Background: an optimization exercise with open tools, aiming at small area, a short achievable clock period and few clock cycles. Do not read the settings as production practice. Only simulation tests tie the RTL to the original design; equivalence was not proved.

`flow/run.sh`:
```
#!/bin/bash
# synth_recipe.tcl (not shown) runs the flow's synth.tcl, then flattens the netlist and writes it again
# the make line also repeats each setting of config.mk as NAME=value (left out here)
make -C /OpenROAD-flow-scripts/flow DESIGN_CONFIG=/design/flow/config.mk WORK_HOME=/design/flow/orfs CLKGATE_MAP_FILE= SYNTH_SCRIPT=/design/flow/synth_recipe.tcl finish
```
`flow/config.mk`:
```
export PLATFORM = sky130hd
export DESIGN_NAME = aes256_cbc
export DESIGN_NICKNAME = aes256_cbc
export VERILOG_FILES = /design/flow/design.v
export SDC_FILE = /design/flow/constraint.sdc
export NUM_CORES = 8
export LEC_CHECK = 0
export CAP_MARGIN = 20
export CORE_MARGIN = 2
export CORE_UTILIZATION = 40
export SLEW_MARGIN = 20
```
`flow/constraint.sdc`:
```
create_clock -name core_clock -period 13.0 [get_ports {clk}]
set_input_delay 2.6000 -clock core_clock [delete_from_list [all_inputs] [get_ports {clk}]]
set_output_delay 2.6000 -clock core_clock [all_outputs]
set_load 0.01 [all_outputs]
```
`flow/design.v`:
```
module aes_sbox (input wire [7:0] x, output wire [7:0] y);
    wire T13, T6, T23, T8, T14, T19, D, T3, T16, T22, T9, T26, T20, T17, T1, T15, T4, T27, T2, T10, T24, T25;
    wire M1, M2, M3, M4, M5, M6, M7, M8, M9, M10, M11, M12, M13, M14, M15, M16, M17, M18, M19, M20, M21, M22, M23, M24, M25, M26, M27, M28, M29, M30, M31, M32, M33, M34, M35, M36, M37, M38, M39, M40, M41, M42, M43, M44, M45, M46, M47, M48, M49, M50, M51, M52, M53, M54, M55, M56, M57, M58, M59, M60, M61, M62, M63;
    assign T13 = x[7] ^ x[4] ^ x[2] ^ x[1];
    assign T6 = x[7] ^ x[4] ^ x[3] ^ x[1];
    assign T23 = x[7] ^ x[6] ^ x[5] ^ x[2] ^ x[1] ^ x[0];
    assign T8 = x[7] ^ x[4] ^ x[3] ^ x[1] ^ x[0];
    assign T14 = x[7] ^ x[6] ^ x[4] ^ x[3] ^ x[2] ^ x[1];
    assign T19 = x[6] ^ x[5] ^ x[4] ^ x[0];
    assign D = x[0];
    assign T3 = x[7] ^ x[1];
    assign T16 = x[5] ^ x[3] ^ x[2] ^ x[1];
    assign T22 = x[6] ^ x[5] ^ x[1] ^ x[0];
    assign T9 = x[6] ^ x[5] ^ x[0];
    assign T26 = x[7] ^ x[5] ^ x[3] ^ x[2];
    assign T20 = x[7] ^ x[6] ^ x[5] ^ x[0];
    assign T17 = x[6] ^ x[3] ^ x[2] ^ x[1] ^ x[0];
    assign T1 = x[7] ^ x[4];
    assign T15 = x[6] ^ x[3] ^ x[2] ^ x[1];
    assign T4 = x[4] ^ x[2];
    assign T27 = x[7] ^ x[5] ^ x[4] ^ x[2];
    assign T2 = x[7] ^ x[2];
    assign T10 = x[7] ^ x[6] ^ x[5] ^ x[4] ^ x[3] ^ x[1];
    assign T24 = x[6] ^ x[5] ^ x[4] ^ x[3] ^ x[2] ^ x[1];
    assign T25 = x[7] ^ x[5] ^ x[3] ^ x[2] ^ x[1];
    assign M1 = T13 & T6;
    assign M2 = T23 & T8;
    assign M3 = T14 ^ M1;
    assign M4 = T19 & D;
    assign M5 = M4 ^ M1;
    assign M6 = T3 & T16;
    assign M7 = T22 & T9;
    assign M8 = T26 ^ M6;
    assign M9 = T20 & T17;
    assign M10 = M9 ^ M6;
    assign M11 = T1 & T15;
    assign M12 = T4 & T27;
    assign M13 = M12 ^ M11;
    assign M14 = T2 & T10;
    assign M15 = M14 ^ M11;
    assign M16 = M3 ^ M2;
    assign M17 = M5 ^ T24;
    assign M18 = M8 ^ M7;
    assign M19 = M10 ^ M15;
    assign M20 = M16 ^ M13;
    assign M21 = M17 ^ M15;
    assign M22 = M18 ^ M13;
    assign M23 = M19 ^ T25;
    assign M24 = M22 ^ M23;
    assign M25 = M22 & M20;
    assign M26 = M21 ^ M25;
    assign M27 = M20 ^ M21;
    assign M28 = M23 ^ M25;
    assign M29 = M28 & M27;
    assign M30 = M26 & M24;
    assign M31 = M20 & M23;
    assign M32 = M27 & M31;
    assign M33 = M27 ^ M25;
    assign M34 = M21 & M22;
    assign M35 = M24 & M34;
    assign M36 = M24 ^ M25;
    assign M37 = M21 ^ M29;
    assign M38 = M32 ^ M33;
    assign M39 = M23 ^ M30;
    assign M40 = M35 ^ M36;
    assign M41 = M38 ^ M40;
    assign M42 = M37 ^ M39;
    assign M43 = M37 ^ M38;
    assign M44 = M39 ^ M40;
    assign M45 = M42 ^ M41;
    assign M46 = M44 & T6;
    assign M47 = M40 & T8;
    assign M48 = M39 & D;
    assign M49 = M43 & T16;
    assign M50 = M38 & T9;
    assign M51 = M37 & T17;
    assign M52 = M42 & T15;
    assign M53 = M45 & T27;
    assign M54 = M41 & T10;
    assign M55 = M44 & T13;
    assign M56 = M40 & T23;
    assign M57 = M39 & T19;
    assign M58 = M43 & T3;
    assign M59 = M38 & T22;
    assign M60 = M37 & T20;
    assign M61 = M42 & T1;
    assign M62 = M45 & T4;
    assign M63 = M41 & T2;
    assign y[7] = M49 ^ M50 ^ M52 ^ M53 ^ M55 ^ M56 ^ M61 ^ M62;
    assign y[6] = ~(M46 ^ M47 ^ M52 ^ M53 ^ M55 ^ M56 ^ M61 ^ M62);
    assign y[5] = ~(M46 ^ M48 ^ M52 ^ M54 ^ M58 ^ M60 ^ M61 ^ M63);
    assign y[4] = M46 ^ M47 ^ M49 ^ M50 ^ M55 ^ M56 ^ M61 ^ M62;
    assign y[3] = M47 ^ M48 ^ M50 ^ M51 ^ M55 ^ M56 ^ M61 ^ M62;
    assign y[2] = M46 ^ M48 ^ M49 ^ M50 ^ M53 ^ M54 ^ M56 ^ M57 ^ M58 ^ M60 ^ M61 ^ M62;
    assign y[1] = ~(M50 ^ M51 ^ M53 ^ M54 ^ M58 ^ M59 ^ M61 ^ M62);
    assign y[0] = ~(M46 ^ M48 ^ M49 ^ M51 ^ M58 ^ M59 ^ M61 ^ M62);
endmodule
module aes_sbox_ed (input wire [7:0] x, input wire dec, output wire [7:0] y);
    wire T13, T6, T23, T8, T14, T19, D, T3, T16, T22, T9, T26, T20, T17, T1, T15, T4, T27, T2, T10, T24, T25;
    wire M1, M2, M3, M4, M5, M6, M7, M8, M9, M10, M11, M12, M13, M14, M15, M16, M17, M18, M19, M20, M21, M22, M23, M24, M25, M26, M27, M28, M29, M30, M31, M32, M33, M34, M35, M36, M37, M38, M39, M40, M41, M42, M43, M44, M45, M46, M47, M48, M49, M50, M51, M52, M53, M54, M55, M56, M57, M58, M59, M60, M61, M62, M63;
    assign T13 = dec ? (~(x[7] ^ x[6] ^ x[1] ^ x[0])) : (x[7] ^ x[4] ^ x[2] ^ x[1]);
    assign T6 = dec ? (x[6] ^ x[5] ^ x[4] ^ x[2]) : (x[7] ^ x[4] ^ x[3] ^ x[1]);
    assign T23 = dec ? (x[7] ^ x[4]) : (x[7] ^ x[6] ^ x[5] ^ x[2] ^ x[1] ^ x[0]);
    assign T8 = dec ? (~(x[7] ^ x[6] ^ x[4])) : (x[7] ^ x[4] ^ x[3] ^ x[1] ^ x[0]);
    assign T14 = dec ? (~(x[7] ^ x[6] ^ x[3] ^ x[2] ^ x[1] ^ x[0])) : (x[7] ^ x[6] ^ x[4] ^ x[3] ^ x[2] ^ x[1]);
    assign T19 = dec ? (~(x[6] ^ x[4] ^ x[1] ^ x[0])) : (x[6] ^ x[5] ^ x[4] ^ x[0]);
    assign D = dec ? (~(x[7] ^ x[5] ^ x[2])) : (x[0]);
    assign T3 = dec ? (x[4] ^ x[3] ^ x[1] ^ x[0]) : (x[7] ^ x[1]);
    assign T16 = dec ? (~(x[6] ^ x[5] ^ x[3] ^ x[1])) : (x[5] ^ x[3] ^ x[2] ^ x[1]);
    assign T22 = dec ? (~(x[6] ^ x[4])) : (x[6] ^ x[5] ^ x[1] ^ x[0]);
    assign T9 = dec ? (~(x[4] ^ x[3] ^ x[0])) : (x[6] ^ x[5] ^ x[0]);
    assign T26 = dec ? (~(x[6] ^ x[5] ^ x[4] ^ x[0])) : (x[7] ^ x[5] ^ x[3] ^ x[2]);
    assign T20 = dec ? (~(x[6] ^ x[3] ^ x[1] ^ x[0])) : (x[7] ^ x[6] ^ x[5] ^ x[0]);
    assign T17 = dec ? (x[6] ^ x[5] ^ x[4] ^ x[1] ^ x[0]) : (x[6] ^ x[3] ^ x[2] ^ x[1] ^ x[0]);
    assign T1 = dec ? (x[4] ^ x[3]) : (x[7] ^ x[4]);
    assign T15 = dec ? (~(x[7] ^ x[6] ^ x[4] ^ x[2] ^ x[1] ^ x[0])) : (x[6] ^ x[3] ^ x[2] ^ x[1]);
    assign T4 = dec ? (~(x[7] ^ x[6] ^ x[4] ^ x[3])) : (x[4] ^ x[2]);
    assign T27 = dec ? (~(x[4] ^ x[3] ^ x[2] ^ x[1])) : (x[7] ^ x[5] ^ x[4] ^ x[2]);
    assign T2 = dec ? (~(x[7] ^ x[6])) : (x[7] ^ x[2]);
    assign T10 = dec ? (x[7] ^ x[6] ^ x[3] ^ x[0]) : (x[7] ^ x[6] ^ x[5] ^ x[4] ^ x[3] ^ x[1]);
    assign T24 = dec ? (~(x[3] ^ x[0])) : (x[6] ^ x[5] ^ x[4] ^ x[3] ^ x[2] ^ x[1]);
    assign T25 = dec ? (~(x[5] ^ x[4] ^ x[3])) : (x[7] ^ x[5] ^ x[3] ^ x[2] ^ x[1]);
    assign M1 = T13 & T6;
    assign M2 = T23 & T8;
    assign M3 = T14 ^ M1;
    assign M4 = T19 & D;
    assign M5 = M4 ^ M1;
    assign M6 = T3 & T16;
    assign M7 = T22 & T9;
    assign M8 = T26 ^ M6;
    assign M9 = T20 & T17;
    assign M10 = M9 ^ M6;
    assign M11 = T1 & T15;
    assign M12 = T4 & T27;
    assign M13 = M12 ^ M11;
    assign M14 = T2 & T10;
    assign M15 = M14 ^ M11;
    assign M16 = M3 ^ M2;
    assign M17 = M5 ^ T24;
    assign M18 = M8 ^ M7;
    assign M19 = M10 ^ M15;
    assign M20 = M16 ^ M13;
    assign M21 = M17 ^ M15;
    assign M22 = M18 ^ M13;
    assign M23 = M19 ^ T25;
    assign M24 = M22 ^ M23;
    assign M25 = M22 & M20;
    assign M26 = M21 ^ M25;
    assign M27 = M20 ^ M21;
    assign M28 = M23 ^ M25;
    assign M29 = M28 & M27;
    assign M30 = M26 & M24;
    assign M31 = M20 & M23;
    assign M32 = M27 & M31;
    assign M33 = M27 ^ M25;
    assign M34 = M21 & M22;
    assign M35 = M24 & M34;
    assign M36 = M24 ^ M25;
    assign M37 = M21 ^ M29;
    assign M38 = M32 ^ M33;
    assign M39 = M23 ^ M30;
    assign M40 = M35 ^ M36;
    assign M41 = M38 ^ M40;
    assign M42 = M37 ^ M39;
    assign M43 = M37 ^ M38;
    assign M44 = M39 ^ M40;
    assign M45 = M42 ^ M41;
    assign M46 = M44 & T6;
    assign M47 = M40 & T8;
    assign M48 = M39 & D;
    assign M49 = M43 & T16;
    assign M50 = M38 & T9;
    assign M51 = M37 & T17;
    assign M52 = M42 & T15;
    assign M53 = M45 & T27;
    assign M54 = M41 & T10;
    assign M55 = M44 & T13;
    assign M56 = M40 & T23;
    assign M57 = M39 & T19;
    assign M58 = M43 & T3;
    assign M59 = M38 & T22;
    assign M60 = M37 & T20;
    assign M61 = M42 & T1;
    assign M62 = M45 & T4;
    assign M63 = M41 & T2;
    assign y[7] = dec ? (M49 ^ M51 ^ M52 ^ M54 ^ M58 ^ M59 ^ M61 ^ M62) : (M49 ^ M50 ^ M52 ^ M53 ^ M55 ^ M56 ^ M61 ^ M62);
    assign y[6] = dec ? (M47 ^ M48 ^ M49 ^ M50 ^ M52 ^ M54 ^ M55 ^ M56 ^ M59 ^ M60 ^ M61 ^ M63) : (~(M46 ^ M47 ^ M52 ^ M53 ^ M55 ^ M56 ^ M61 ^ M62));
    assign y[5] = dec ? (M47 ^ M48 ^ M49 ^ M50 ^ M52 ^ M54 ^ M56 ^ M57 ^ M58 ^ M60 ^ M61 ^ M62) : (~(M46 ^ M48 ^ M52 ^ M54 ^ M58 ^ M60 ^ M61 ^ M63));
    assign y[4] = dec ? (M46 ^ M48 ^ M52 ^ M54 ^ M58 ^ M59 ^ M61 ^ M62) : (M46 ^ M47 ^ M49 ^ M50 ^ M55 ^ M56 ^ M61 ^ M62);
    assign y[3] = dec ? (M46 ^ M48 ^ M50 ^ M51 ^ M52 ^ M53 ^ M56 ^ M57 ^ M58 ^ M59 ^ M61 ^ M63) : (M47 ^ M48 ^ M50 ^ M51 ^ M55 ^ M56 ^ M61 ^ M62);
    assign y[2] = dec ? (M46 ^ M47 ^ M50 ^ M51 ^ M52 ^ M54 ^ M58 ^ M59 ^ M61 ^ M62) : (M46 ^ M48 ^ M49 ^ M50 ^ M53 ^ M54 ^ M56 ^ M57 ^ M58 ^ M60 ^ M61 ^ M62);
    assign y[1] = dec ? (M49 ^ M50 ^ M52 ^ M53 ^ M58 ^ M59 ^ M61 ^ M62) : (~(M50 ^ M51 ^ M53 ^ M54 ^ M58 ^ M59 ^ M61 ^ M62));
    assign y[0] = dec ? (M55 ^ M57 ^ M61 ^ M63) : (~(M46 ^ M48 ^ M49 ^ M51 ^ M58 ^ M59 ^ M61 ^ M62));
endmodule
module aes256_cbc (
    input  wire         clk,
    input  wire         rst,           
    input  wire         init,          
    input  wire         init_decrypt,  
    input  wire [255:0] init_key,
    input  wire [127:0] init_iv,
    input  wire         start,         
    input  wire [127:0] din,
    output wire         ready,
    output reg          done,
    output wire [127:0] dout
);
    localparam [1:0] S_IDLE = 2'd0,
                     S_KEXP = 2'd1,
                     S_RUN  = 2'd2;
    reg [1:0]   fsm;
    reg [3:0]   rnd;
    reg         dec;
    reg [127:0] st;
    reg [255:0] w;
    reg [255:0] base;
    reg [127:0] r1;
    reg [127:0] r2;
    wire running = (fsm == S_RUN);
    wire last    = running & (rnd == 4'd14);
    assign ready = (fsm == S_IDLE) | last;
    assign dout  = r1;
    wire take_init  = ready & init & ~rst;
    wire take_start = ready & start & ~init & ~rst;
    function [7:0] xtime;
        input [7:0] a;
        xtime = {a[6:0], 1'b0} ^ (a[7] ? 8'h1b : 8'h00);
    endfunction
    wire        kinv = dec & running;
    wire [31:0] hi0 = w[255:224], hi1 = w[223:192], hi2 = w[191:160], hi3 = w[159:128];
    wire [31:0] ksub;
    genvar gi, gr, gc;
    generate
        for (gi = 0; gi < 4; gi = gi + 1) begin : g_ksbox
            aes_sbox u_ksbox (.x(w[31 - 8*gi -: 8]), .y(ksub[31 - 8*gi -: 8]));
        end
    endgenerate
    reg [7:0] rcon;
    always @(*) begin
        case ({kinv, rnd[3:1]})
            4'b0_000: rcon = 8'h01;
            4'b0_001: rcon = 8'h02;
            4'b0_010: rcon = 8'h04;
            4'b0_011: rcon = 8'h08;
            4'b0_100: rcon = 8'h10;
            4'b0_101: rcon = 8'h20;
            4'b0_110: rcon = 8'h40;
            4'b1_000: rcon = 8'h40;
            4'b1_001: rcon = 8'h20;
            4'b1_010: rcon = 8'h10;
            4'b1_011: rcon = 8'h08;
            4'b1_100: rcon = 8'h04;
            4'b1_101: rcon = 8'h02;
            4'b1_110: rcon = 8'h01;
            default:  rcon = 8'h00;
        endcase
    end
    wire [31:0] kt  = rnd[0] ? ({ksub[23:0], ksub[31:24]} ^ {rcon, 24'h000000}) : ksub;
    wire [31:0] kn0 = hi0 ^ kt;
    wire [31:0] kn1 = kinv ? (hi1 ^ hi0) : (hi1 ^ kn0);
    wire [31:0] kn2 = kinv ? (hi2 ^ hi1) : (hi2 ^ hi1 ^ kn0);
    wire [31:0] kn3 = kinv ? (hi3 ^ hi2) : (hi3 ^ hi2 ^ hi1 ^ kn0);
    wire [255:0] wstep = {w[127:0], kn0, kn1, kn2, kn3};
    wire [127:0] rk = w[127:0];
    wire [127:0] sin, y, a, b, mc;
    generate
        for (gr = 0; gr < 4; gr = gr + 1) begin : g_sr_r
            for (gc = 0; gc < 4; gc = gc + 1) begin : g_sr_c
                assign sin[127 - 8*(gr + 4*gc) -: 8] = dec ?
                    st[127 - 8*(gr + 4*((gc - gr + 4) % 4)) -: 8] :
                    st[127 - 8*(gr + 4*((gc + gr) % 4)) -: 8];
            end
        end
        for (gi = 0; gi < 16; gi = gi + 1) begin : g_sbox
            aes_sbox_ed u_sbox (.x(sin[127 - 8*gi -: 8]), .dec(dec), .y(y[127 - 8*gi -: 8]));
        end
    endgenerate
    assign a = y ^ rk;
    generate
        for (gc = 0; gc < 4; gc = gc + 1) begin : g_col
            wire [7:0] a0 = a[127 - 32*gc -: 8];
            wire [7:0] a1 = a[119 - 32*gc -: 8];
            wire [7:0] a2 = a[111 - 32*gc -: 8];
            wire [7:0] a3 = a[103 - 32*gc -: 8];
            wire [7:0] u  = xtime(xtime(a0 ^ a2));
            wire [7:0] v  = xtime(xtime(a1 ^ a3));
            wire [7:0] b0 = dec ? (a0 ^ u) : y[127 - 32*gc -: 8];
            wire [7:0] b1 = dec ? (a1 ^ v) : y[119 - 32*gc -: 8];
            wire [7:0] b2 = dec ? (a2 ^ u) : y[111 - 32*gc -: 8];
            wire [7:0] b3 = dec ? (a3 ^ v) : y[103 - 32*gc -: 8];
            wire [7:0] t  = b0 ^ b1 ^ b2 ^ b3;
            assign mc[127 - 32*gc -: 8] = b0 ^ t ^ xtime(b0 ^ b1);
            assign mc[119 - 32*gc -: 8] = b1 ^ t ^ xtime(b1 ^ b2);
            assign mc[111 - 32*gc -: 8] = b2 ^ t ^ xtime(b2 ^ b3);
            assign mc[103 - 32*gc -: 8] = b3 ^ t ^ xtime(b3 ^ b0);
        end
    endgenerate
    wire [127:0] round_out = dec ? mc : (mc ^ rk);
    wire [127:0] wx     = dec ? 128'd0 : (last ? a : r2);
    wire [127:0] whiten = din ^ base[255:128] ^ wx;
    always @(posedge clk) begin
        if (rst) begin
            fsm  <= S_IDLE;
            done <= 1'b0;
        end else begin
            done <= last;
            if (take_init) begin
                fsm <= init_decrypt ? S_KEXP : S_IDLE;
                rnd <= 4'd0;
            end else if (take_start) begin
                fsm <= S_RUN;
                rnd <= 4'd1;
            end else begin
                rnd <= rnd + 4'd1;
                if (last || (fsm == S_KEXP && rnd == 4'd13))
                    fsm <= S_IDLE;
            end
        end
    end
    always @(posedge clk) begin
        st <= take_start ? whiten : round_out;
        if ((running && !last) || (fsm == S_KEXP && rnd != 4'd0))
            w <= wstep;
        else
            w <= base;
        if (take_init) begin
            dec  <= init_decrypt;
            base <= init_key;
        end else if (fsm == S_KEXP && rnd == 4'd13) begin
            base <= {kn0, kn1, kn2, kn3, w[127:0]};
        end
        if (last)
            r1 <= dec ? (a ^ r2) : a;
        else if (running && dec && rnd == 4'd1)
            r1 <= st ^ base[255:128];
        if (take_init)
            r2 <= init_iv;
        else if (last)
            r2 <= dec ? r1 : a;
    end
endmodule
```
==> results of run 1 <==
[kinds of logic (layout without fill, tap and decap cells)]
group | count (synthesis) | count (layout) | share of synthesized area (%)
AOI/OAI and AO/OA | 3949 | 3949 | 20.6
xor gates and xnor gates | 3992 | 3992 | 34.5
adders and majority gates | 30 | 30 | 0.261
buffers and inverters | 1250 | 1394 | 4.77
DFF | 904 | 904 | 18.9
muxes | 453 | 453 | 3.90
other | 0 | 11 | 0
and+or+nand+nor | 4845 | 4845 | 17.0
[worst register-to-register path, stage by stage (launching register included)]
cell and delay [ns]:
edfxtp_1 0.97, buf_12 0.51, buf_12 0.65, nor2_1 0.22
mux2i_1 0.67, nand3b_1 0.77, mux2i_1 1.08, a21oi_1 0.16
o32ai_1 0.40, a211oi_1 0.28, xnor2_1 0.30, xnor3_1 0.30
xnor2_1 0.61, mux2i_1 0.25, xnor2_2 0.55, xnor2_2 0.30
xnor2_1 0.19, mux2i_1 0.54, xnor2_2 0.23, xor2_1 0.35
xor2_1 0.21, xnor2_1 0.13, a21oi_1 0.08
[per-layer routing]
layer | vias up | track usage [%] | share of wire (%)
met1 | 58027 | 48.6 | 40
met2 | 6822 | 53.4 | 41
met4 | 26 | 20.8 | 6.7
met5 | - | 0 | 0.032
met3 | 1019 | 10.7 | 12
li1 | 54099 | - | -
[flip-flops by register name (all words and copies together) (netlist names)]
register  cells
st          128
rnd           4
dec           1
done          1
r2          128
base        256
fsm           2
w           256
r1          128
[stage by stage]
step	cells	cell area [um2]	util, %	hold slack, ns	setup slack, ns
floorplan	15423	123000	-	0.408	1.53
global placement	19454	133000	43.5	0.411	3.42
detailed placement	19455	133000	43.5	0.422	3.37
CTS	19666	137000	44.8	0.425	3.41
global route	19669	137000	44.8	0.447	2.65
finish	19678	137000	44.8	0.422	3.14
[cell type report]
class / count / area [um2] / share of cell area [%]
timing repair buffer: 1093 / 9960 / 7.28
clock buffer: 151 / 3120 / 2.28
sequential: 904 / 23300 / 17.0
antenna: 11 / 27.5 / 0.0201
clock inverter: 60 / 736 / 0.537
multi-input combinational: 13269 / 94300 / 68.9
tap: 4100 / 5130 / 3.75
inverter: 90 / 353 / 0.258
[cell usage in the layout, fill, tap and decap left out, types with 147 or more instances in the layout]
cell type        Yosys  layout
a211oi_1           212     212
a21oi_1           1073    1072
buf_4               81     435
clkdlybuf4s50_1      0     646
dfxtp_1            387     385
edfxtp_1           517     517
mux2i_1            358     356
nand2_1           2301    2299
nand3_1            262     262
nor2_1            1321    1321
nor3_1             287     287
o21ai_0           1146    1143
o22ai_1            147     147
xnor2_1           2302    2274
xnor3_1            330     330
xor2_1            1094    1088
[how the worst max path moves through the flow]
stage	to	cells after the start	slack, ns	from
floorplan	r1[0]	29	1.53	dec
global placement	st[24]	22	3.42	dec
detailed placement	st[121]	24	3.37	dec
CTS	st[18]	24	3.41	dec
global route	st[24]	22	2.65	dec
finish	st[24]	22	3.14	dec
==> out/qor.yml, run 1 <==
outcome: "complete, no violations"
hp-class: "reg2reg"
via_per_inst: 6.10
gp_congestion: 1.04
cts_buffers: 111
grt_setup_unrepaired: "false"
postSynthCellCount: 15423
grt.total_usage_pct: 36.8
clock-sinks: 904
dp_hpwl_mm: 473
synth_most_common_cell: "xnor2_1"
postSynthRegisterBits: 904
vias: 119993
syn_nets: 15948
dieArea_um2: 312000
critPathBufInv: 2
finalSetupViolCount: 0
grt_max_degree: 188
htreeDepth: 3
synth_area_leaders: "xnor2_1 (16%), edfxtp_1 (13%), xor2_1 (7.8%)"
worst_slew_pin_slew_ns: 1.28
finalHoldViolations: 0
yosysSeqAreaShare_pct: 18.9
root_buffer: "clkbuf_16"
io_pins: 647
synth_top_cell_area_share_pct: 16.4
required_ns: 13.61
period_needed_ns: 9.86
cts.path.max_buffers: 3
antenna_found_initial: 36
hold_path_depth: 2
avgSynthCellArea_um2: 7.97
grt_pass1_wl_mm: 830
initialDrtViolationCount: 16989
r2r_start: "dec"
grt_pass1_vias: 108895
holdPathEnd: "w[64]"
syn_area_um2: 123000
cp_data_arrival_time_ns: 10.47
drtPass1Iterations: 9
final_nets: 15994
core_um2: 306000
reg2reg_depth: 22
fin_skew_ns: 0.108
start_util_pct: 40.2
min-delay-start: "base[64]"
synthTopCellsByCount: "xnor2_1 (2302), nand2_1 (2301), nor2_1 (1321), o21ai_0 (1146), xor2_1 (1094)"
max-slew-margin-rel_pct: 14.1
die_y_um: 558
clock_latency_ns: 0.84
yosysWarnings: 1
critPathMaxStageDelay_ns: 1.07
overflow: 0
synth_top_area_cell: "xnor2_1"
final-max-slew-violation-count: 0
synth.distinct_cells: 151
wirelength_mm: 598
synthArstFlopShare_pct: 0
synthToLayoutAreaGrowth_pct: 11.4
drc_errors: 0
crit_path_max_fanout: 165
max_freq_mhz: 101
end_kind: "register"
clk_pin_slew_ns: 0.07
num-fill-cells: 30873
r2r_slack_ns: 3.14
drive_gt1_share_pct: 7.75
worstPathCellList: "buf_12, buf_12, nor2_1, mux2i_1, nand3b_1, mux2i_1, a21oi_1, o32ai_1, a211oi_1, xnor2_1, xnor3_1, xnor2_1, mux2i_1, xnor2_2, xnor2_2, xnor2_1, mux2i_1, xnor2_2, xor2_1, xor2_1, xnor2_1, a21oi_1"
port_buffers: 646
path_class: "reg2reg"
period_share_pct: 75.9
worst_path_max_delay_cell: "mux2i_1"
synth_edf_count: 517
die_w_um: 558
critical-path-top-delay-family: "XOR/XNOR gates"
postCtsHoldBufs: 0
ant_nets: 0
start_kind: "register"
r2r_end: "st[24]"
ys.flop_type: "edfxtp_1"
maxCapViolCount: 0
cts_resized: 0
cts_setup_buffers: 0
cts_tree: "done"
rows: 203
setup_tns_ns: 0
post_drt_wl_per_cell_um: 30.4
Testbench counts, summed over its fixed seeds: cycles 14,600.
==> run 2: changes to the inputs <==
--- a/flow/design.v
+++ b/flow/design.v
@@ -211,6 +211,8 @@
     reg [1:0]   fsm;
     reg [3:0]   rnd;
     reg         dec;
+    reg         dsa, dsb, dsc, dsd;      
+    reg         dna, dnb, dnc, dnd;      
     reg [127:0] st;
     reg [255:0] w;
     reg [255:0] base;
@@ -226,6 +228,10 @@
         input [7:0] a;
         xtime = {a[6:0], 1'b0} ^ (a[7] ? 8'h1b : 8'h00);
     endfunction
+    function [127:0] swp;
+        input [127:0] x;
+        swp = {x[127:96], x[31:0], x[63:32], x[95:64]};
+    endfunction
     wire        kinv = dec & running;
     wire [31:0] hi0 = w[255:224], hi1 = w[223:192], hi2 = w[191:160], hi3 = w[159:128];
     wire [31:0] ksub;
@@ -261,18 +267,20 @@
     wire [31:0] kn2 = kinv ? (hi2 ^ hi1) : (hi2 ^ hi1 ^ kn0);
     wire [31:0] kn3 = kinv ? (hi3 ^ hi2) : (hi3 ^ hi2 ^ hi1 ^ kn0);
     wire [255:0] wstep = {w[127:0], kn0, kn1, kn2, kn3};
-    wire [127:0] rk = w[127:0];
+    wire [127:0] rk = dec ? swp(w[127:0]) : w[127:0];
     wire [127:0] sin, y, a, b, mc;
     generate
         for (gr = 0; gr < 4; gr = gr + 1) begin : g_sr_r
             for (gc = 0; gc < 4; gc = gc + 1) begin : g_sr_c
-                assign sin[127 - 8*(gr + 4*gc) -: 8] = dec ?
-                    st[127 - 8*(gr + 4*((gc - gr + 4) % 4)) -: 8] :
-                    st[127 - 8*(gr + 4*((gc + gr) % 4)) -: 8];
+                assign sin[127 - 8*(gr + 4*gc) -: 8] = st[127 - 8*(gr + 4*((gc + gr) % 4)) -: 8];
             end
         end
         for (gi = 0; gi < 16; gi = gi + 1) begin : g_sbox
-            aes_sbox_ed u_sbox (.x(sin[127 - 8*gi -: 8]), .dec(dec), .y(y[127 - 8*gi -: 8]));
+            wire sdec = (gi / 2 == 0) ?  dsa : (gi / 2 == 1) ? ~dna :
+                        (gi / 2 == 2) ?  dsb : (gi / 2 == 3) ? ~dnb :
+                        (gi / 2 == 4) ?  dsc : (gi / 2 == 5) ? ~dnc :
+                        (gi / 2 == 6) ?  dsd : ~dnd;
+            aes_sbox_ed u_sbox (.x(sin[127 - 8*gi -: 8]), .dec(sdec), .y(y[127 - 8*gi -: 8]));
         end
     endgenerate
     assign a = y ^ rk;
@@ -297,7 +305,8 @@
     endgenerate
     wire [127:0] round_out = dec ? mc : (mc ^ rk);
     wire [127:0] wx     = dec ? 128'd0 : (last ? a : r2);
-    wire [127:0] whiten = din ^ base[255:128] ^ wx;
+    wire [127:0] wk     = din ^ base[255:128];
+    wire [127:0] whiten = (dec ? swp(wk) : wk) ^ wx;
     always @(posedge clk) begin
         if (rst) begin
             fsm  <= S_IDLE;
@@ -323,6 +332,20 @@
             w <= wstep;
         else
             w <= base;
+        if (fsm == S_IDLE) dsa <= dec;
+        if (take_init) dna <= ~init_decrypt;
+        if (take_start) begin
+            dsb <= dec;
+            dnb <= ~dec;
+        end
+        if (!running) begin
+            dsc <= dec;
+            dnc <= ~dec;
+        end
+        if (ready) begin
+            dsd <= dec;
+            dnd <= ~dec;
+        end
         if (take_init) begin
             dec  <= init_decrypt;
             base <= init_key;
@@ -330,9 +353,9 @@
             base <= {kn0, kn1, kn2, kn3, w[127:0]};
         end
         if (last)
-            r1 <= dec ? (a ^ r2) : a;
+            r1 <= dec ? (swp(a) ^ r2) : a;
         else if (running && dec && rnd == 4'd1)
-            r1 <= st ^ base[255:128];
+            r1 <= swp(st) ^ base[255:128];
         if (take_init)
             r2 <= init_iv;
         else if (last)
==> flow/flow/run.sh (new file) <==
#!/bin/bash
# The standard layout (standard.sh), with the standard synthesis script run
# with another ABC script (flow/my.abc) for the technology mapping.
set -uo pipefail
here=$(pwd)
bash standard.sh SYNTH_SCRIPT="$here/flow/my_synth.tcl" finish > "$here/standard_flow.log" 2>&1
==> flow/flow/my.abc (new file) <==
strash
dch -f
map -D 5000
topo
stime -c
buffer -c
upsize -c
dnsize -c
==> flow/flow/my_synth.tcl (new file) <==
# ORFS synthesis as synth_recipe.tcl runs it, with the ABC script flow/my.abc.
proc synth {args} { yosys synth -nofsm -noshare {*}$args }
set my_abc [file join [file dirname [file normalize [info script]]] my.abc]
set fh [open $::env(SCRIPTS_DIR)/synth.tcl]
set txt [read $fh]
close $fh
set old {log_cmd abc {*}$abc_args}
if {[string first $old $txt] < 0} { error "abc call not found in synth.tcl" }
set txt [string map [list $old "log_cmd abc {*}\[lreplace \$abc_args 1 1 $my_abc\]"] $txt]
eval $txt
# left out here: clear keep_hierarchy, flatten, clean up, hide names made inside functions, write 1_2_yosys.v
==> flow/standard.sh (new file) <==
#!/bin/bash
# synth_recipe.tcl (not shown) runs the flow's synth.tcl, then flattens the netlist and writes it again
# the make line also repeats each setting of config.mk as NAME=value (left out here)
make -C /OpenROAD-flow-scripts/flow DESIGN_CONFIG=/design/flow/config.mk WORK_HOME=/design/flow/orfs CLKGATE_MAP_FILE= SYNTH_SCRIPT=/design/flow/synth_recipe.tcl "${@:-finish}"
--- a/flow/config.mk
+++ b/flow/config.mk
@@ -8,4 +8,5 @@
 export CAP_MARGIN = 20
 export CORE_MARGIN = 2
 export CORE_UTILIZATION = 40
+export SETUP_SLACK_MARGIN = 5
 export SLEW_MARGIN = 20
removed: flow/run.sh
==> out/qor.yml, run 2 <==
htreeDepth: 3
worst_path_max_delay_cell: "dfxtp_2"
ys.flop_type: "edfxtp_1"
io_pins: 647
clk_pin_slew_ns: 0.07
synth_edf_count: 525
hold_ws_ns: 0.418
num-fill-cells: 25172
yosysSeqAreaShare_pct: 23.9
final_common_cell: "nand2_1"
maxCapViolCount: 0
synth_area_leaders: "xor2_1 (19%), edfxtp_1 (16%), nand2_1 (13%)"
vias: 98569
synth_most_common_cell: "nand2_1"
postSynthRegisterBits: 912
grt.total_usage_pct: 37.5
fin_skew_ns: 0.0806
core_um2: 245000
via_per_inst: 5.63
gp_congestion: 1.08
final_nets: 14718
rows: 182
period_share_pct: 59.2
clock_latency_ns: 0.85
max-slew-margin-rel_pct: 8.99
cp_data_arrival_time_ns: 8.37
antenna_found_initial: 26
period_needed_ns: 7.69
initialDrtViolationCount: 14359
outcome: "complete, no violations"
drive_gt1_share_pct: 7.61
synthToLayoutAreaGrowth_pct: 13.2
yosysWarnings: 1
synthArstFlopShare_pct: 0
critical_path.most_common_cell: "xor2_1"
die_w_um: 500
syn_area_um2: 98400
drc_errors: 0
port_buffers: 646
grt_pass1_wl_mm: 668
wirelength_mm: 488
synth_top_area_cell: "xor2_1"
hp-class: "reg2reg"
final_core_util_pct: 45.4
finalSetupViolCount: 0
ant_nets: 0
post_drt_wl_per_cell_um: 27.9
multiInputGateArea_um2: 68500
end_kind: "register"
dieArea_um2: 250000
grt_pass1_vias: 87375
die_y_um: 500
start_util_pct: 40.1
setup_tns_ns: 0
root_buffer: "clkbuf_16"
syn_nets: 14466
worst_slew_pin_slew_ns: 1.36
start_kind: "register"
avgSynthCellArea_um2: 7.06
cts_buffers: 112
drtPass1Iterations: 7
grt_setup_unrepaired: "true"
dpl-instance-area_um2: 106000
largestRegisters: "base x256, w x256"
cts.path.max_buffers: 3
final_cell_mix: "nand2_1 (3303), xor2_1 (2099), o21ai_0 (1084), a21oi_1 (985), nor2_1 (932)"
crit_path_max_fanout: 7
final-max-slew-violation-count: 0
dp_hpwl_mm: 402
stdcell_area_um2: 111000
postSynthCellCount: 13941
synthTopCellsByCount: "nand2_1 (3318), xor2_1 (2146), o21ai_0 (1092), a21oi_1 (987), nor2_1 (938)"
synth_top_cell_area_share_pct: 19.1
path_class: "reg2reg"
grt_max_degree: 216
max_freq_mhz: 130
clock-sinks: 912
critPathMaxStageDelay_ns: 0.64
finalHoldViolations: 0
overflow: 0
cts_tree: "done"
regArea_um2: 23600
required_ns: 13.68
synth.distinct_cells: 94
-- run 2: final timing paths --
kind                                from       to  slack (ns)  cells after the start
worst min register to register  base[23]    w[23]        0.42                      2
worst max-delay path               st[6]  st[124]        5.31                     32
worst max register to register     st[6]  st[124]        5.31                     32
worst min-delay path            base[23]    w[23]        0.42                      2
-- run 2: metrics by stage --
step / instances / worst slack (ns)
after floorplan: 13941 / 5.02
after global routing: 17514 / 4.96
after global placement: 17287 / 4.63
after detailed placement: 17287 / 4.77
final: 17520 / 5.31
after CTS: 17500 / 5.02
-- run 2: layout make-up --
type                    count  share of cell area (%)
clock buffers             150                    2.79
repair buffers            768                    6.76
repair inverters            1                 0.00674
inverters                1003                    3.45
multi-input cells       11395                    61.5
flip-flops and latches    912                    21.2
well taps                3220                    3.62
clock inverters            62                   0.635
diodes                      9                  0.0202
-- run 2: cell families (layout without fill, tap and decap cells) --
logic type | count (synthesis) | in the layout | synth area share, %
adders and majority gates | 8 | 8 | 0.102
xor gates and xnor gates | 3210 | 3210 | 29.8
other | 0 | 9 | 0
DFF | 912 | 912 | 23.9
buffers and inverters | 1634 | 1984 | 7.41
and+or+nand+nor | 5357 | 5357 | 22.8
AOI/OAI and AO/OA | 2799 | 2799 | 15.8
muxes | 21 | 21 | 0.217
-- run 2: worst max-delay path, delay by kind of cell (launching register included) --
| kind | cells | cell delay (ns) |
|---|---|---|
| XOR/XNOR | 11 | 3.73 |
| flip-flops | 1 | 0.64 |
| AND/OR/NAND/NOR | 14 | 1.75 |
| AO/OA/AOI/OAI | 5 | 1.12 |
| buffers and inverters | 2 | 0.31 |
-- run 2: repair_timing --
item / 4_1_cts / 5_1_grt
hold buffers: 0 / 0
gates resized for setup: 8 / 236
pin swaps: 0 / 5
endpoints found under the setup margin: 19 / 127
buffers inserted: 0 / 11
gates cloned: 1 / 0
-- run 2: layer usage --
metal	global-route usage (%)	up-vias	wire, um
met5	0	-	79
met4	16.2	12	25200
met3	11.1	645	65000
met2	49.9	5720	185000
met1	54.9	46627	212000
li1	-	45565	-
Testbench counts of run 2, summed over its fixed seeds: cycles 14,600.
==> run 3: changes to the inputs <==
--- a/flow/design.v
+++ b/flow/design.v
@@ -211,8 +211,8 @@
     reg [1:0]   fsm;
     reg [3:0]   rnd;
     reg         dec;
-    reg         dsa, dsb, dsc, dsd;      
-    reg         dna, dnb, dnc, dnd;      
+    reg [7:0]   dp;          
+    reg [7:0]   dn;          
     reg [127:0] st;
     reg [255:0] w;
     reg [255:0] base;
@@ -268,7 +268,8 @@
     wire [31:0] kn3 = kinv ? (hi3 ^ hi2) : (hi3 ^ hi2 ^ hi1 ^ kn0);
     wire [255:0] wstep = {w[127:0], kn0, kn1, kn2, kn3};
     wire [127:0] rk = dec ? swp(w[127:0]) : w[127:0];
-    wire [127:0] sin, y, a, b, mc;
+    wire [127:0] sin, y, a, mc, pc;
+    wire [127:0] m = y ^ (dec ? rk : 128'd0);
     generate
         for (gr = 0; gr < 4; gr = gr + 1) begin : g_sr_r
             for (gc = 0; gc < 4; gc = gc + 1) begin : g_sr_c
@@ -276,34 +277,35 @@
             end
         end
         for (gi = 0; gi < 16; gi = gi + 1) begin : g_sbox
-            wire sdec = (gi / 2 == 0) ?  dsa : (gi / 2 == 1) ? ~dna :
-                        (gi / 2 == 2) ?  dsb : (gi / 2 == 3) ? ~dnb :
-                        (gi / 2 == 4) ?  dsc : (gi / 2 == 5) ? ~dnc :
-                        (gi / 2 == 6) ?  dsd : ~dnd;
+            wire sdec = (gi % 2) ? ~dn[gi / 2] : dp[gi / 2];
             aes_sbox_ed u_sbox (.x(sin[127 - 8*gi -: 8]), .dec(sdec), .y(y[127 - 8*gi -: 8]));
         end
     endgenerate
     assign a = y ^ rk;
     generate
         for (gc = 0; gc < 4; gc = gc + 1) begin : g_col
-            wire [7:0] a0 = a[127 - 32*gc -: 8];
-            wire [7:0] a1 = a[119 - 32*gc -: 8];
-            wire [7:0] a2 = a[111 - 32*gc -: 8];
-            wire [7:0] a3 = a[103 - 32*gc -: 8];
-            wire [7:0] u  = xtime(xtime(a0 ^ a2));
-            wire [7:0] v  = xtime(xtime(a1 ^ a3));
-            wire [7:0] b0 = dec ? (a0 ^ u) : y[127 - 32*gc -: 8];
-            wire [7:0] b1 = dec ? (a1 ^ v) : y[119 - 32*gc -: 8];
-            wire [7:0] b2 = dec ? (a2 ^ u) : y[111 - 32*gc -: 8];
-            wire [7:0] b3 = dec ? (a3 ^ v) : y[103 - 32*gc -: 8];
+            wire [7:0] b0 = m[127 - 32*gc -: 8];
+            wire [7:0] b1 = m[119 - 32*gc -: 8];
+            wire [7:0] b2 = m[111 - 32*gc -: 8];
+            wire [7:0] b3 = m[103 - 32*gc -: 8];
             wire [7:0] t  = b0 ^ b1 ^ b2 ^ b3;
-            assign mc[127 - 32*gc -: 8] = b0 ^ t ^ xtime(b0 ^ b1);
-            assign mc[119 - 32*gc -: 8] = b1 ^ t ^ xtime(b1 ^ b2);
-            assign mc[111 - 32*gc -: 8] = b2 ^ t ^ xtime(b2 ^ b3);
-            assign mc[103 - 32*gc -: 8] = b3 ^ t ^ xtime(b3 ^ b0);
+            wire [7:0] c0 = b0 ^ t ^ xtime(b0 ^ b1);
+            wire [7:0] c1 = b1 ^ t ^ xtime(b1 ^ b2);
+            wire [7:0] c2 = b2 ^ t ^ xtime(b2 ^ b3);
+            wire [7:0] c3 = b3 ^ t ^ xtime(b3 ^ b0);
+            wire [7:0] u  = xtime(xtime(c0 ^ c2));
+            wire [7:0] v  = xtime(xtime(c1 ^ c3));
+            assign mc[127 - 32*gc -: 8] = c0;
+            assign mc[119 - 32*gc -: 8] = c1;
+            assign mc[111 - 32*gc -: 8] = c2;
+            assign mc[103 - 32*gc -: 8] = c3;
+            assign pc[127 - 32*gc -: 8] = c0 ^ u;
+            assign pc[119 - 32*gc -: 8] = c1 ^ v;
+            assign pc[111 - 32*gc -: 8] = c2 ^ u;
+            assign pc[103 - 32*gc -: 8] = c3 ^ v;
         end
     endgenerate
-    wire [127:0] round_out = dec ? mc : (mc ^ rk);
+    wire [127:0] round_out = dec ? pc : (mc ^ rk);
     wire [127:0] wx     = dec ? 128'd0 : (last ? a : r2);
     wire [127:0] wk     = din ^ base[255:128];
     wire [127:0] whiten = (dec ? swp(wk) : wk) ^ wx;
@@ -332,20 +334,22 @@
             w <= wstep;
         else
             w <= base;
-        if (fsm == S_IDLE) dsa <= dec;
-        if (take_init) dna <= ~init_decrypt;
-        if (take_start) begin
-            dsb <= dec;
-            dnb <= ~dec;
-        end
-        if (!running) begin
-            dsc <= dec;
-            dnc <= ~dec;
-        end
-        if (ready) begin
-            dsd <= dec;
-            dnd <= ~dec;
-        end
+        if (take_start)                 dp[0] <= dec;
+        if (ready)                      dp[1] <= dec;
+        if (fsm == S_IDLE)              dp[2] <= dec;
+        if (!running)                   dp[3] <= dec;
+        if (fsm != S_KEXP)              dp[4] <= dec;
+        if (!take_init)                 dp[5] <= dec;
+                                        dp[6] <= dec;
+        if (running || take_start)      dp[7] <= dec;
+        if (take_init)                  dn[0] <= ~init_decrypt;
+        if (take_start)                 dn[1] <= ~dec;
+        if (ready)                      dn[2] <= ~dec;
+        if (fsm == S_IDLE)              dn[3] <= ~dec;
+        if (!running)                   dn[4] <= ~dec;
+        if (fsm != S_KEXP)              dn[5] <= ~dec;
+        if (!take_init)                 dn[6] <= ~dec;
+                                        dn[7] <= ~dec;
         if (take_init) begin
             dec  <= init_decrypt;
             base <= init_key;
==> flow/flow/run.sh (replaced) <==
#!/bin/bash
# The standard layout (standard.sh), with two changes:
#  - the standard synthesis script runs another ABC script (flow/my.abc) for
#    the technology mapping;
#  - the ports are buffered with the smallest buffer, sky130_fd_sc_hd__buf_1.
set -uo pipefail
here=$(pwd)
bash standard.sh SYNTH_SCRIPT="$here/flow/my_synth.tcl" \
    "BUFFER_PORTS_ARGS=-buffer_cell sky130_fd_sc_hd__buf_1" \
    finish > "$here/standard_flow.log" 2>&1
==> flow/flow/my.abc (replaced) <==
strash
dch -f
map -D 7000
topo
stime -c
buffer -c
upsize -c
dnsize -c
--- a/flow/config.mk
+++ b/flow/config.mk
@@ -7,6 +7,6 @@
 export LEC_CHECK = 0
 export CAP_MARGIN = 20
 export CORE_MARGIN = 2
-export CORE_UTILIZATION = 40
+export CORE_UTILIZATION = 60
 export SETUP_SLACK_MARGIN = 5
 export SLEW_MARGIN = 20
==> out/qor.yml, run 3 <==
dp_slack_ns: 4.33
ys.flop_type: "edfxtp_1"
postCtsHoldBufs: 0
clk_pin_slew_ns: 0.06
overflow: 0
max-slew-margin-rel_pct: 20.6
finalHoldViolations: 0
critical-path-top-delay-family: "XOR/XNOR gates"
worst_path_max_delay_cell: "dfxtp_1"
grtUsageMet2_pct: 67.0
setup_tns_ns: 0
drive_gt1_share_pct: 7.84
final_core_util_pct: 66.0
largestRegisters: "base x256, w x256"
initialDrtViolationCount: 14510
syn_nets: 13597
yosysSeqAreaShare_pct: 25.1
synth_area_leaders: "xor2_1 (22%), edfxtp_1 (17%), nand2_1 (10%)"
use_met1_pct: 61.8
rows: 145
yosysWarnings: 1
io_pins: 647
synth_edf_count: 531
ant_nets: 0
avgSynthCellArea_um2: 7.22
drc_errors: 0
final_cell_mix: "nand2_1 (2605), xor2_1 (2264), nor2_1 (1151), o21ai_0 (1069), xnor2_1 (1060)"
cp_data_arrival_time_ns: 8.45
critPathMaxStageDelay_ns: 0.60
cts_buffers: 107
required_ns: 13.58
gr-usage-met3_pct: 13.8
gp_congestion: 1.12
vias: 93856
critical_path.most_common_cell: "xor2_2"
synthToLayoutAreaGrowth_pct: 9.20
outcome: "complete, no violations"
synth_top_cell_area_share_pct: 21.9
dp_hpwl_mm: 312
path_class: "reg2reg"
fin_skew_ns: 0.0952
end_kind: "register"
setup_slack_ns: 5.13
period_share_pct: 60.5
hp-class: "reg2reg"
htreeDepth: 3
postSynthCellCount: 13072
max_freq_mhz: 127
die_y_um: 401
core_um2: 156000
clock_latency_ns: 0.82
cts_tree: "done"
hold_ws_ns: 0.395
synthArstFlopShare_pct: 0
maxCapViolCount: 0
grt_pass1_wl_mm: 566
final-max-slew-violation-count: 0
num-fill-cells: 13633
grt_max_degree: 186
grt_setup_unrepaired: "true"
synth.distinct_cells: 76
finalSetupViolCount: 0
start_util_pct: 60.4
synthTopCellsByCount: "nand2_1 (2615), xor2_1 (2355), nor2_1 (1160), xnor2_1 (1094), o21ai_0 (1082)"
start_kind: "register"
wirelength_mm: 397
period_needed_ns: 7.87
critPathBufInv: 5
die_w_um: 401
syn_area_um2: 94400
root_buffer: "clkbuf_16"
crit_path_max_fanout: 6
port_buffers: 646
synth_most_common_cell: "nand2_1"
grt_pass1_vias: 86365
final_nets: 13873
regArea_um2: 23900
cts.path.max_buffers: 3
synth_top_area_cell: "xor2_1"
via_per_inst: 6.05
drtPass1Iterations: 12
multiInputGateArea_um2: 65300
final_common_cell: "nand2_1"
dieArea_um2: 160000
worst_slew_pin_slew_ns: 1.19
clock-sinks: 920
postSynthRegisterBits: 920
antenna_found_initial: 35
grt.total_usage_pct: 47.1
post_drt_wl_per_cell_um: 25.6
busiest_layer: "met2"
==> run 3: cell count changes in the layout (fill, tap and decap cells not counted), sizes merged, moves of 174 or more <==
| cell | previous run | this run |
|---|---|---|
| nand3 | 591 | 180 |
| nor2 | 963 | 1216 |
| xor2 | 2244 | 2438 |
| xnor2 | 961 | 1135 |
| nand2 | 3427 | 2681 |
| clkdlybuf4s50 | 646 | 0 |
| buf | 118 | 756 |
==> run 3: worst paths after layout <==
check                              start     end  slack, ns  cells after the start
worst min-delay path            base[77]   w[77]       0.39                      2
worst min register to register  base[77]   w[77]       0.39                      2
worst max-delay path             st[117]  st[18]       5.13                     38
worst max register to register   st[117]  st[18]       5.13                     38
==> run 3: area by class of cell <==
cell class	count	area share (%)
Multi-Input combinational cell	10498	63.4
Sequential cell	920	23.2
Inverter	1057	3.94
Timing Repair Buffer	757	3.29
Clock buffer	131	2.82
Tap cell	2058	2.50
Clock inverter	73	0.823
Timing Repair inverter	7	0.0413
Antenna cell	13	0.0316
==> run 3: per-stage QoR <==
stage / area [um2] / instances
2_1_floorplan: 94400 / 13072
3_3_place_gp: 97400 / 15246
3_5_place_dp: 97400 / 15246
4_1_cts: 101000 / 15462
5_1_grt: 103000 / 15503
6_report: 103000 / 15514
==> run 3: layer usage <==
| metal | up-vias | wire (um) |
|---|---|---|
| li1 | 42194 | - |
| met1 | 43483 | 148000 |
| met2 | 6885 | 160000 |
| met3 | 1270 | 57100 |
| met4 | 24 | 31600 |
| met5 | - | 152 |
==> run 3: cells by family (layout without fill, tap and decap cells) <==
group	Yosys count	after routing	synth area share, %
AND/OR/NAND/NOR	4271	4271	18.3
AO/OA/AOI/OAI	2638	2638	15.0
buffers and inverters	1654	2025	7.06
flip-flops	920	920	25.1
multiplexers	8	8	0.0849
XOR/XNOR	3573	3573	34.3
adder cells (fa/ha/maj)	8	8	0.106
other	0	13	0
==> run 3: worst register-to-register path: cells and delay by family, from the launching register on <==
kind	cells	cell delay (ns)
and+or+nand+nor	13	2.02
AOI/OAI and AO/OA	7	1.16
buffers and inverters	5	0.65
DFF	1	0.60
xor gates and xnor gates	13	3.25
==> run 3: repair_timing <==
action | CTS | global route
buffers inserted | 6 | 38
gates cloned | 6 | 1
pin swaps | 0 | 10
endpoints found under the setup margin | 99 | 146
resized for setup | 37 | 281
Testbench counts of run 3, summed over its fixed seeds: cycles 14,600.

## afterwards: timing with drivers on the ports
Ports are ideal in the flow. The routed layouts listed here were re-timed in OpenROAD. Step 1 assumes that a clkbuf_16 drives the clock port and a buf_2 every other input. Step 2, shift: input delay + t, output delay - t, t = (earliest + latest rising clock arrival at the registers) / 2. This alone moves slack from input paths to output paths. Slacks: no drivers / after step 1 / after step 2; pairs: no drivers / after step 1.
| run | shift t [ns] | slack for setup (ns) | worst setup path at the end | worst data-port slew with drivers (ns) | cell pins on the clock port's net |
|---|---|---|---|---|---|
| run 1 | 0.903 | 3.139 / 3.139 / 3.139 | register to register | 0.25 | 1 |
| run 2 | 0.909 | 5.306 / 5.306 / 5.306 | register to register | 0.25 | 1 |
| run 3 | 0.866 | 5.130 / 5.130 / 5.130 | register to register | 0.11 | 1 |
After both steps setup and hold are still met in every run listed.
